From an optimization exercise on the open Yosys and OpenROAD flow, aimed at small area, a short achievable clock period and few clock cycles; shortcuts taken in it are not production practice.
Where RTL was checked, it was by simulation tests only, not by an equivalence proof against the original.
Power is estimated from default activity; no workload was simulated.

## v6
==> flow/design.v (excerpt) <==
module mcp23x17_seq (
    input  wire        clk,
    input  wire        rst,             
    input  wire [7:0]   cfg_mode,       
    input  wire [11:0]  cfg_opcode,     
    input  wire [3:0]   cfg_bank,       
    input  wire [287:0] cfg_porta,      
    input  wire [255:0] cfg_portb,      
    input  wire [3:0]   cmd_valid,
    input  wire [63:0]  cmd_word,
    output wire [3:0]   cmd_ready,
    output wire [31:0]  ctx_status,     
    output wire [31:0]  rsp_data,       
    output wire [15:0]  fault_status,
    output wire [7:0]   fault_ctx,
    output wire [7:0]   fault_dev,
    output wire         escalate,
    output reg  [3:0]   cs,
    input  wire         spi_busy,
    output wire         spi_req,
    output wire [23:0]  spi_tx,
    input  wire         spi_ack,
    input  wire [23:0]  spi_rx,
    input  wire [1:0]   spi_st,
    output wire         i2c_req,
    output wire         i2c_rnw,
    output wire [1:0]   i2c_len,
    output wire [7:0]   i2c_sla,
    output wire [23:0]  i2c_wdata,
    input  wire         i2c_ack,
    input  wire [1:0]   i2c_st,
    input  wire [7:0]   i2c_rdata
);
clock: 10.0 ns
lec_check: 0
cap_margin: 20
core_area: 5 5 195 195
cts_buf_list: sky130_fd_sc_hd__clkbuf_8
die_area: 0 0 200 200
slew_margin: 20
standard.sh (not shown) runs the stock make flow with config.mk's settings and CLKGATE_MAP_FILE= SYNTH_SCRIPT=/design/flow/synth_recipe.tcl, a recipe that flattens the netlist after the stock synthesis.
==> flow/flow/run.sh <==
#!/bin/bash
set -euo pipefail
bash standard.sh "BUFFER_PORTS_ARGS=-buffer_cell sky130_fd_sc_hd__buf_1" \
  "PLACE_PINS_ARGS=-min_distance 1 -min_distance_in_tracks" \
  SETUP_SLACK_MARGIN=6.5 finish > standard.log 2>&1
v6: PASS, flow complete, no timing, DRC or antenna violations
The inputs of v7 differ from those of v6 as listed below.
Settings: DIE_AREA: 0 0 200 200 -> 0 0 330 330; CORE_AREA: 5 5 195 195 -> 5 5 325 325.
--- a/flow/flow/run.sh
+++ b/flow/flow/run.sh
@@ -4 +3,0 @@
-  "PLACE_PINS_ARGS=-min_distance 1 -min_distance_in_tracks" \
Findings:
- Diff v6 -> v7: transition time at the pin with the least slew margin now smaller, average vias per placed instance dropped 26%.
- On final critical-path required period, v7 does worse than v6.
- Summary — internal power, v7 relative to v6: lower, by about 1.8%.
- [compare] base=v6 new=v7: power share of the combinational group +4.0 points, power dissipated in the clock network -about 3%, biggest fanout along the worst timing path +1.
No functional check of the RTL was part of any run of this note.

========
mcp23x17_seq, a different RTL version from the one above (not shown whole).
Size in the first run: about 13000 um^2 of cells after synthesis.
clock: 10.0 ns
lec_check: 0
cap_margin: 20
core_area: 5 5 325 325
cts_buf_list: sky130_fd_sc_hd__clkbuf_8
die_area: 0 0 330 330
slew_margin: 20
==> flow/flow/run.sh <==
#!/bin/bash
set -euo pipefail
bash standard.sh "BUFFER_PORTS_ARGS=-buffer_cell sky130_fd_sc_hd__buf_1" \
  SETUP_SLACK_MARGIN=6.5 finish > standard.log 2>&1
The baseline ran to the end with no violations.
Then changed:
Settings changed: CTS_BUF_LIST sky130_fd_sc_hd__clkbuf_8 to default.
Flip-flop and latch count is unchanged.
Non-clock buffer count decreases by 2.
Setup slack gets worse by 0.077 ns.
Die area is unchanged.
Clock-buffer cell count rose by 1.
Hold slack got worse by 0.0095 ns.
Clock skew shrinks by 0.0038 ns.
Core utilization went up by 0.22 points.
Power went up by a little under a tenth.
No functional check of the RTL was part of any run of this note.

========
Setup of run F:
Another version of the RTL of mcp23x17_seq (not shown whole).
Size: roughly 1,500 cells after synthesis, roughly 140 flip-flops, ~840 I/O pins, roughly 0.013 sq mm of cells after synthesis.
export LEC_CHECK = 0
export CAP_MARGIN = 20
export CORE_AREA = 5 5 195 195
export CTS_BUF_LIST = sky130_fd_sc_hd__clkbuf_8
export DIE_AREA = 0 0 200 200
export SLEW_MARGIN = 20
create_clock -name core_clock -period 10.0 [get_ports {clk}]
==> flow/flow/run.sh <==
#!/bin/bash
set -euo pipefail
bash standard.sh "BUFFER_PORTS_ARGS=-buffer_cell sky130_fd_sc_hd__buf_1" \
  "PLACE_PINS_ARGS=-min_distance 1 -min_distance_in_tracks" \
  SETUP_SLACK_MARGIN=6.5 finish > standard.log 2>&1
Inputs modified between run F and run M:
-- flow/flow/run.sh --
<<< run F, line 5
  SETUP_SLACK_MARGIN=6.5 finish > standard.log 2>&1
>>> run M, line 5
  SETUP_SLACK_MARGIN=6.5 TNS_END_PERCENT=10 finish > standard.log 2>&1
[summary]
Run M: all stages complete, timing, DRC and antenna checks passed. Per the final summary, run F finished and its layout is clean on timing, DRC and antenna. Run F -> run M: power of the clock network decreased by more than 10%. Est. power | run M vs run F | run M lower. Of the two candidates, run F has the better reg2reg setup slack and run M the worse one. STATUS worst-case headroom to the max-slew limit: run M wins against run F. Run M vs. run F: utilization after layout decreased 2.2 points; met1 capacity usage during global routing shrank by 3.6 points; number of primary I/O pins held steady; share of final layout cell area taken by clock buffers and inverters -0.18 points; filler-free cell count of the finished design has decreased.
Function was not checked in any run of this note: the RTL went through the layout flow alone.

========
lane 1:
mcp23x17_seq, a different RTL version from the one above (not shown whole).
Size: ~160 flip-flops, ~840 I/O pins, roughly 0.013 mm2 of cells after synthesis.
==> flow/design.v (excerpt) <==
module mcp23x17_seq (
    input  wire        clk,
    input  wire        rst,             
    input  wire [7:0]   cfg_mode,       
    input  wire [11:0]  cfg_opcode,     
    input  wire [3:0]   cfg_bank,       
    input  wire [287:0] cfg_porta,      
    input  wire [255:0] cfg_portb,      
    input  wire [3:0]   cmd_valid,
    input  wire [63:0]  cmd_word,
    output wire [3:0]   cmd_ready,
    output wire [31:0]  ctx_status,     
    output wire [31:0]  rsp_data,       
    output wire [15:0]  fault_status,
    output wire [7:0]   fault_ctx,
    output wire [7:0]   fault_dev,
    output wire         escalate,
    output reg  [3:0]   cs,
    input  wire         spi_busy,
    output wire         spi_req,
    output wire [23:0]  spi_tx,
    input  wire         spi_ack,
    input  wire [23:0]  spi_rx,
    input  wire [1:0]   spi_st,
    output wire         i2c_req,
    output wire         i2c_rnw,
    output wire [1:0]   i2c_len,
    output wire [7:0]   i2c_sla,
    output wire [23:0]  i2c_wdata,
    input  wire         i2c_ack,
    input  wire [1:0]   i2c_st,
    input  wire [7:0]   i2c_rdata
);
==> flow/config.mk <==
export PLATFORM = sky130hd
export DESIGN_NAME = mcp23x17_seq
export DESIGN_NICKNAME = mcp23x17_seq
export VERILOG_FILES = /design/flow/design.v
export SDC_FILE = /design/flow/constraint.sdc
export NUM_CORES = 4
export LEC_CHECK = 0
export CAP_MARGIN = 20
export CORE_AREA = 5 5 195 195
export CTS_BUF_LIST = sky130_fd_sc_hd__clkbuf_8
export DIE_AREA = 0 0 200 200
export SLEW_MARGIN = 20
==> flow/constraint.sdc <==
create_clock -name core_clock -period 10.0 [get_ports {clk}]
set_input_delay 2.0000 -clock core_clock [delete_from_list [all_inputs] [get_ports {clk}]]
set_output_delay 2.0000 -clock core_clock [all_outputs]
set_load 0.01 [all_outputs]
==> flow/flow/run.sh <==
#!/bin/bash
set -euo pipefail
bash standard.sh "BUFFER_PORTS_ARGS=-buffer_cell sky130_fd_sc_hd__buf_1" \
  "PLACE_PINS_ARGS=-min_distance 1 -min_distance_in_tracks" \
  SETUP_SLACK_MARGIN=7.0 TNS_END_PERCENT=10 finish > standard.log 2>&1
Lane 1 finished end to end and its layout was clean on timing, DRC and antenna.
Testbench counts of lane 1, summed over its fixed seeds: cycles 8,296.
For lane 2, these inputs were changed with respect to lane 1:
Settings: DIE_AREA changed from 0 0 200 200 to 0 0 330 330; CORE_AREA changed from 5 5 195 195 to 5 5 325 325.
==> flow/flow/run.sh <==
#!/bin/bash
set -euo pipefail
bash standard.sh "BUFFER_PORTS_ARGS=-buffer_cell sky130_fd_sc_hd__buf_1" \
  SETUP_SLACK_MARGIN=6.5 finish > standard.log 2>&1
Findings:
Switching part of the total in lane 2 is 2.5 points higher than in lane 1
Looking at via count of the first global-routing pass, lane 2 sits 405 higher than lane 1 does.
Going from lane 1 to lane 2, static power due to leakage picked up an extra about 1.3%, sequential power picked up an extra about 0.8%, first-iteration DRC count picked up an extra 2.6%.
Register-to-register slack ended up 0.30 ns lower on lane 2 than on lane 1.
Compared with lane 1, lane 2 shows a die outline area that is 0.069 mm2 higher.
Against lane 1 as the reference, lane 2 delivers a higher global-route wire length before repair.
Relative to lane 1, final cycle utilization of the critical path increased by 0.62 points in lane 2.
When lane 2 is measured against lane 1, its routed wire length turns out about 60% higher.
Looking at lane 1 and lane 2, the proportion of layout cells with a drive suffix above 1 is a wash.
Here is what was changed in the inputs of lane 3 compared with lane 2.
Settings: swapping 0 0 330 330 for 0 0 200 200 in DIE_AREA; swapping 5 5 325 325 for 5 5 195 195 in CORE_AREA.
==> flow/flow/run.sh <==
#!/bin/bash
set -euo pipefail
bash standard.sh "BUFFER_PORTS_ARGS=-buffer_cell sky130_fd_sc_hd__buf_1" \
  "PLACE_PINS_ARGS=-min_distance 1 -min_distance_in_tracks" \
  SETUP_SLACK_MARGIN=6.0 finish > standard.log 2>&1
==> summary.txt <==
The lower count of non-filler cells in the finished layout of lane 2 and lane 3 is in lane 3.
Cell area after layout, lane 2 and lane 3: smaller value in lane 3
Relative to lane 2, the power drawn by the combinational cells measured on lane 3 has decreased by more than 10%.
Re power attributed to the clock group: lane 2 was higher than lane 3.
For lane 4, these inputs were changed with respect to lane 3:
Settings: a deleted CTS_BUF_LIST that had been sky130_fd_sc_hd__clkbuf_8; a change of DIE_AREA from 0 0 200 200 to 0 0 330 330; a change of CORE_AREA from 5 5 195 195 to 5 5 325 325.
==> flow/flow/run.sh <==
#!/bin/bash
set -euo pipefail
bash standard.sh "BUFFER_PORTS_ARGS=-buffer_cell sky130_fd_sc_hd__buf_1" \
  SETUP_SLACK_MARGIN=6.5 finish > standard.log 2>&1
Results
- Per the comparison of lane 4 with lane 3, floorplan die height now larger, worst slew margin relative to its limit now larger, filler-free cell count of the finished design now larger, met1 track demand over resource in global routing now smaller, largest driver fanout on the critical path now larger.
- Taking lane 3 as the reference, in lane 4 clock share of power has increased; first-pass GRT wire length climbed about 50%.
- The total of plain and repair buffers excluding clock buffers in lane 4 sits 6.7% above the value recorded for lane 3.
- Relative to lane 3, the final hold slack of lane 4 is lower by 0.0048 ns.

========
mcp23x17_seq again, from the RTL that the note above started with.
Design mcp23x17_seq, start of the top module:
module mcp23x17_seq (
    input  wire        clk,
    input  wire        rst,             
    input  wire [7:0]   cfg_mode,       
    input  wire [11:0]  cfg_opcode,     
    input  wire [3:0]   cfg_bank,       
    input  wire [287:0] cfg_porta,      
    input  wire [255:0] cfg_portb,      
    input  wire [3:0]   cmd_valid,
    input  wire [63:0]  cmd_word,
    output wire [3:0]   cmd_ready,
    output wire [31:0]  ctx_status,     
    output wire [31:0]  rsp_data,       
    output wire [15:0]  fault_status,
    output wire [7:0]   fault_ctx,
    output wire [7:0]   fault_dev,
    output wire         escalate,
    output reg  [3:0]   cs,
    input  wire         spi_busy,
    output wire         spi_req,
    output wire [23:0]  spi_tx,
    input  wire         spi_ack,
    input  wire [23:0]  spi_rx,
    input  wire [1:0]   spi_st,
    output wire         i2c_req,
    output wire         i2c_rnw,
    output wire [1:0]   i2c_len,
    output wire [7:0]   i2c_sla,
    output wire [23:0]  i2c_wdata,
    input  wire         i2c_ack,
    input  wire [1:0]   i2c_st,
    input  wire [7:0]   i2c_rdata
);
clock: 10.0 ns
lec_check: 0
cap_margin: 20
core_area: 5 5 195 195
cts_buf_list: sky130_fd_sc_hd__clkbuf_8
die_area: 0 0 200 200
slew_margin: 20
==> flow/flow/run.sh <==
#!/bin/bash
set -euo pipefail
bash standard.sh "BUFFER_PORTS_ARGS=-buffer_cell sky130_fd_sc_hd__buf_1" \
  "PLACE_PINS_ARGS=-min_distance 1 -min_distance_in_tracks" \
  SETUP_SLACK_MARGIN=6.5 TNS_END_PERCENT=10 finish > standard.log 2>&1
The first run passed the timing, DRC and antenna checks.
Testbench counts at the start, summed over its fixed seeds: cycles 8,296.
Change:
- CORE_AREA: 5 5 195 195 -> 5 5 215 215
- DIE_AREA: 0 0 200 200 -> 0 0 220 220
What happened:
- clock-buffer cell count does not change
- sequential cell count does not change
- final area increases by about 2%
- clock skew decreases by 0.0099 ns
- non-clock buffer count increases by 4
- global-route usage decreases by 4.7 points
Change:
==> flow/flow/run.sh (replaced) <==
#!/bin/bash
set -euo pipefail
bash standard.sh "BUFFER_PORTS_ARGS=-buffer_cell sky130_fd_sc_hd__buf_1" \
  "PLACE_PINS_ARGS=-min_distance 1 -min_distance_in_tracks" \
  SETUP_SLACK_MARGIN=6.5 finish > standard.log 2>&1
- CORE_AREA: 5 5 215 215 -> 5 5 195 195
- DIE_AREA: 0 0 220 220 -> 0 0 200 200
Outcome: Die area drops by about a fifth. Cell area rises slightly. Global-route usage goes up by 5.5 points. Critical path depth went down by 2. Sequential cell count does not change. Total power falls slightly. Wire length goes down by a few percent.

========
job 7134:
Another version of the RTL of mcp23x17_seq (not shown whole).
For scale: roughly 160 flip-flops, ~840 I/O pins.
export LEC_CHECK = 0
export CAP_MARGIN = 20
export CORE_AREA = 5 5 195 195
export CTS_BUF_LIST = sky130_fd_sc_hd__clkbuf_8
export DIE_AREA = 0 0 200 200
export SLEW_MARGIN = 20
create_clock -name core_clock -period 10.0 [get_ports {clk}]
==> flow/flow/run.sh <==
#!/bin/bash
set -euo pipefail
DU="sky130_fd_sc_hd__probe_p_8 sky130_fd_sc_hd__probec_p_8 sky130_fd_sc_hd__lpflow_bleeder_1 sky130_fd_sc_hd__lpflow_clkbufkapwr_1 sky130_fd_sc_hd__lpflow_clkbufkapwr_16 sky130_fd_sc_hd__lpflow_clkbufkapwr_2 sky130_fd_sc_hd__lpflow_clkbufkapwr_4 sky130_fd_sc_hd__lpflow_clkbufkapwr_8 sky130_fd_sc_hd__lpflow_clkinvkapwr_1 sky130_fd_sc_hd__lpflow_clkinvkapwr_16 sky130_fd_sc_hd__lpflow_clkinvkapwr_2 sky130_fd_sc_hd__lpflow_clkinvkapwr_4 sky130_fd_sc_hd__lpflow_clkinvkapwr_8 sky130_fd_sc_hd__lpflow_decapkapwr_12 sky130_fd_sc_hd__lpflow_decapkapwr_3 sky130_fd_sc_hd__lpflow_decapkapwr_4 sky130_fd_sc_hd__lpflow_decapkapwr_6 sky130_fd_sc_hd__lpflow_decapkapwr_8 sky130_fd_sc_hd__lpflow_inputiso0n_1 sky130_fd_sc_hd__lpflow_inputiso0p_1 sky130_fd_sc_hd__lpflow_inputiso1n_1 sky130_fd_sc_hd__lpflow_inputiso1p_1 sky130_fd_sc_hd__lpflow_inputisolatch_1 sky130_fd_sc_hd__lpflow_isobufsrc_1 sky130_fd_sc_hd__lpflow_isobufsrc_16 sky130_fd_sc_hd__lpflow_isobufsrc_2 sky130_fd_sc_hd__lpflow_isobufsrc_4 sky130_fd_sc_hd__lpflow_isobufsrc_8 sky130_fd_sc_hd__lpflow_isobufsrckapwr_16 sky130_fd_sc_hd__lpflow_lsbuf_lh_hl_isowell_tap_1 sky130_fd_sc_hd__lpflow_lsbuf_lh_hl_isowell_tap_2 sky130_fd_sc_hd__lpflow_lsbuf_lh_hl_isowell_tap_4 sky130_fd_sc_hd__lpflow_lsbuf_lh_isowell_4 sky130_fd_sc_hd__lpflow_lsbuf_lh_isowell_tap_1 sky130_fd_sc_hd__lpflow_lsbuf_lh_isowell_tap_2 sky130_fd_sc_hd__lpflow_lsbuf_lh_isowell_tap_4  sky130_fd_sc_hd__or4_0 sky130_fd_sc_hd__or4_1 sky130_fd_sc_hd__or4_2 sky130_fd_sc_hd__or4_4 sky130_fd_sc_hd__or4b_0 sky130_fd_sc_hd__or4b_1 sky130_fd_sc_hd__or4b_2 sky130_fd_sc_hd__or4b_4 sky130_fd_sc_hd__or4bb_0 sky130_fd_sc_hd__or4bb_1 sky130_fd_sc_hd__or4bb_2 sky130_fd_sc_hd__or4bb_4 sky130_fd_sc_hd__nor4_0 sky130_fd_sc_hd__nor4_1 sky130_fd_sc_hd__nor4_2 sky130_fd_sc_hd__nor4_4 sky130_fd_sc_hd__nor4b_0 sky130_fd_sc_hd__nor4b_1 sky130_fd_sc_hd__nor4b_2 sky130_fd_sc_hd__nor4b_4 sky130_fd_sc_hd__nor4bb_0 sky130_fd_sc_hd__nor4bb_1 sky130_fd_sc_hd__nor4bb_2 sky130_fd_sc_hd__nor4bb_4 sky130_fd_sc_hd__a2111oi_0 sky130_fd_sc_hd__a2111oi_1 sky130_fd_sc_hd__a2111oi_2 sky130_fd_sc_hd__a2111oi_4 sky130_fd_sc_hd__a2111o_0 sky130_fd_sc_hd__a2111o_1 sky130_fd_sc_hd__a2111o_2 sky130_fd_sc_hd__a2111o_4 sky130_fd_sc_hd__o2111ai_0 sky130_fd_sc_hd__o2111ai_1 sky130_fd_sc_hd__o2111ai_2 sky130_fd_sc_hd__o2111ai_4 sky130_fd_sc_hd__o2111a_0 sky130_fd_sc_hd__o2111a_1 sky130_fd_sc_hd__o2111a_2 sky130_fd_sc_hd__o2111a_4 sky130_fd_sc_hd__or3_0 sky130_fd_sc_hd__or3_1 sky130_fd_sc_hd__or3_2 sky130_fd_sc_hd__or3_4 sky130_fd_sc_hd__or3b_0 sky130_fd_sc_hd__or3b_1 sky130_fd_sc_hd__or3b_2 sky130_fd_sc_hd__or3b_4 sky130_fd_sc_hd__nor3b_0 sky130_fd_sc_hd__nor3b_1 sky130_fd_sc_hd__nor3b_2 sky130_fd_sc_hd__nor3b_4"
bash standard.sh "BUFFER_PORTS_ARGS=-buffer_cell sky130_fd_sc_hd__buf_1" \
  "PLACE_PINS_ARGS=-min_distance 1 -min_distance_in_tracks" \
  "DONT_USE_CELLS=$DU" \
  SETUP_SLACK_MARGIN=6.8 TNS_END_PERCENT=10 finish > standard.log 2>&1
Testbench counts of job 7134, summed over its fixed seeds: cycles 8,296.
Input-level comparison between job 5013 and job 7134:
--- a/flow/flow/run.sh
+++ b/flow/flow/run.sh
@@ -6,2 +6,2 @@
   "DONT_USE_CELLS=$DU" \
-  SETUP_SLACK_MARGIN=6.8 TNS_END_PERCENT=10 finish > standard.log 2>&1
+  SETUP_SLACK_MARGIN=7.1 TNS_END_PERCENT=10 finish > standard.log 2>&1
- The more densely filled core belongs to job 5013, not job 7134.
- Job 5013 has total setup buffers inserted after CTS above what job 7134 had.
- For cell count, job 7134 and job 5013 come out practically identical.
- Summary of job 5013 over job 7134: portion of total power attributed to the clock network dropped 0.2 points, wire length of the first global-routing pass barely changed, aggregate routed wire length barely changed.
- Job 5013 ends up with higher relative slew slack than job 7134 does.
Changes in job 636 relative to job 5013:
--- a/flow/flow/run.sh
+++ b/flow/flow/run.sh
@@ -6,2 +6,2 @@
   "DONT_USE_CELLS=$DU" \
-  SETUP_SLACK_MARGIN=7.1 TNS_END_PERCENT=10 finish > standard.log 2>&1
+  SETUP_SLACK_MARGIN=6.5 TNS_END_PERCENT=10 finish > standard.log 2>&1
Notes after the runs:
No stage failed in job 636, and the final checks on the layout all came back clean. Job 636 and job 5013 ended up with roughly the same clock-cell share of area. The higher internal power of job 636 and job 5013 is in job 5013. For job 636, the first element of the critical path was cmd_valid[2], unlike job 5013, where it was cfg_porta[136]. Xor-xnor portion of the synthesized cell area essentially unchanged between job 5013 and job 636.

-- re-timing with driven ports --
The results above use ideal ports. As a check the final layouts listed here were re-extracted and re-timed, cells and wires unchanged. Step 1: set_driving_cell puts a clkbuf_16 on clk and a buf_2 on each other input, an assumption about the parent block. Step 2 adds t to the input delays and takes it off the output delays; t is the mean of the earliest and latest rising clock arrival at the registers after step 1. Input paths then give back, and output paths get back, about the clock's delay inside the block. Slacks: ideal ports / drivers / drivers and shift; pairs: ideal ports / drivers.
run | t, ns | slack for setup (ns) | worst hold slack (ns) | worst setup path at the end | worst register clock-pin slew, ns
v6 | 0.536 | 6.110 / 6.125 / 5.589 | 0.482 / 0.482 / 0.482 | input to register | 0.12 / 0.12
v7 | 0.582 | 5.687 / 5.697 / 5.115 | 0.492 / 0.492 / 0.492 | input to register | 0.12 / 0.12
the first run of note 2 | 0.603 | 6.124 / 6.126 / 5.524 | 0.471 / 0.471 / 0.471 | input to register | 0.12 / 0.12
the second run of note 2 | 0.548 | 6.047 / 6.036 / 5.488 | 0.462 / 0.462 / 0.462 | input to register | 0.09 / 0.09
run F | 0.512 | 6.096 / 6.106 / 5.594 | 0.479 / 0.479 / 0.479 | input to register | 0.09 / 0.09
run M | 0.520 | 6.191 / 6.201 / 5.680 | 0.484 / 0.484 / 0.484 | input to register | 0.10 / 0.10
lane 1 | 0.517 | 6.362 / 6.361 / 5.844 | 0.461 / 0.461 / 0.461 | input to register | 0.12 / 0.12
lane 2 | 0.583 | 6.301 / 6.322 / 5.740 | 0.457 / 0.457 / 0.457 | input to register | 0.12 / 0.12
lane 3 | 0.508 | 6.049 / 6.052 / 5.543 | 0.458 / 0.458 / 0.458 | input to register | 0.11 / 0.11
lane 4 | 0.532 | 6.222 / 6.236 / 5.703 | 0.453 / 0.453 / 0.453 | input to register | 0.08 / 0.08
the first run of note 5 | 0.511 | 6.276 / 6.295 / 5.784 | 0.460 / 0.460 / 0.460 | input to register | 0.12 / 0.12
the second run of note 5 | 0.514 | 6.242 / 6.243 / 5.729 | 0.464 / 0.464 / 0.464 | input to register | 0.12 / 0.12
the third run of note 5 | 0.524 | 6.336 / 6.333 / 5.809 | 0.452 / 0.452 / 0.452 | input to register | 0.11 / 0.11
job 7134 | 0.519 | 6.482 / 6.498 / 5.979 | 0.466 / 0.466 / 0.466 | input to register | 0.10 / 0.10
job 5013 | 0.521 | 6.469 / 6.484 / 5.963 | 0.464 / 0.464 / 0.464 | input to register | 0.10 / 0.10
job 636 | 0.518 | 6.337 / 6.321 / 5.803 | 0.465 / 0.465 / 0.465 | input to register | 0.10 / 0.10
After both steps every run listed still meets setup and hold. The setup slack of the first run of note 2, which loses most, moves by +0.002 ns with the drivers and by -0.600 ns with both steps.
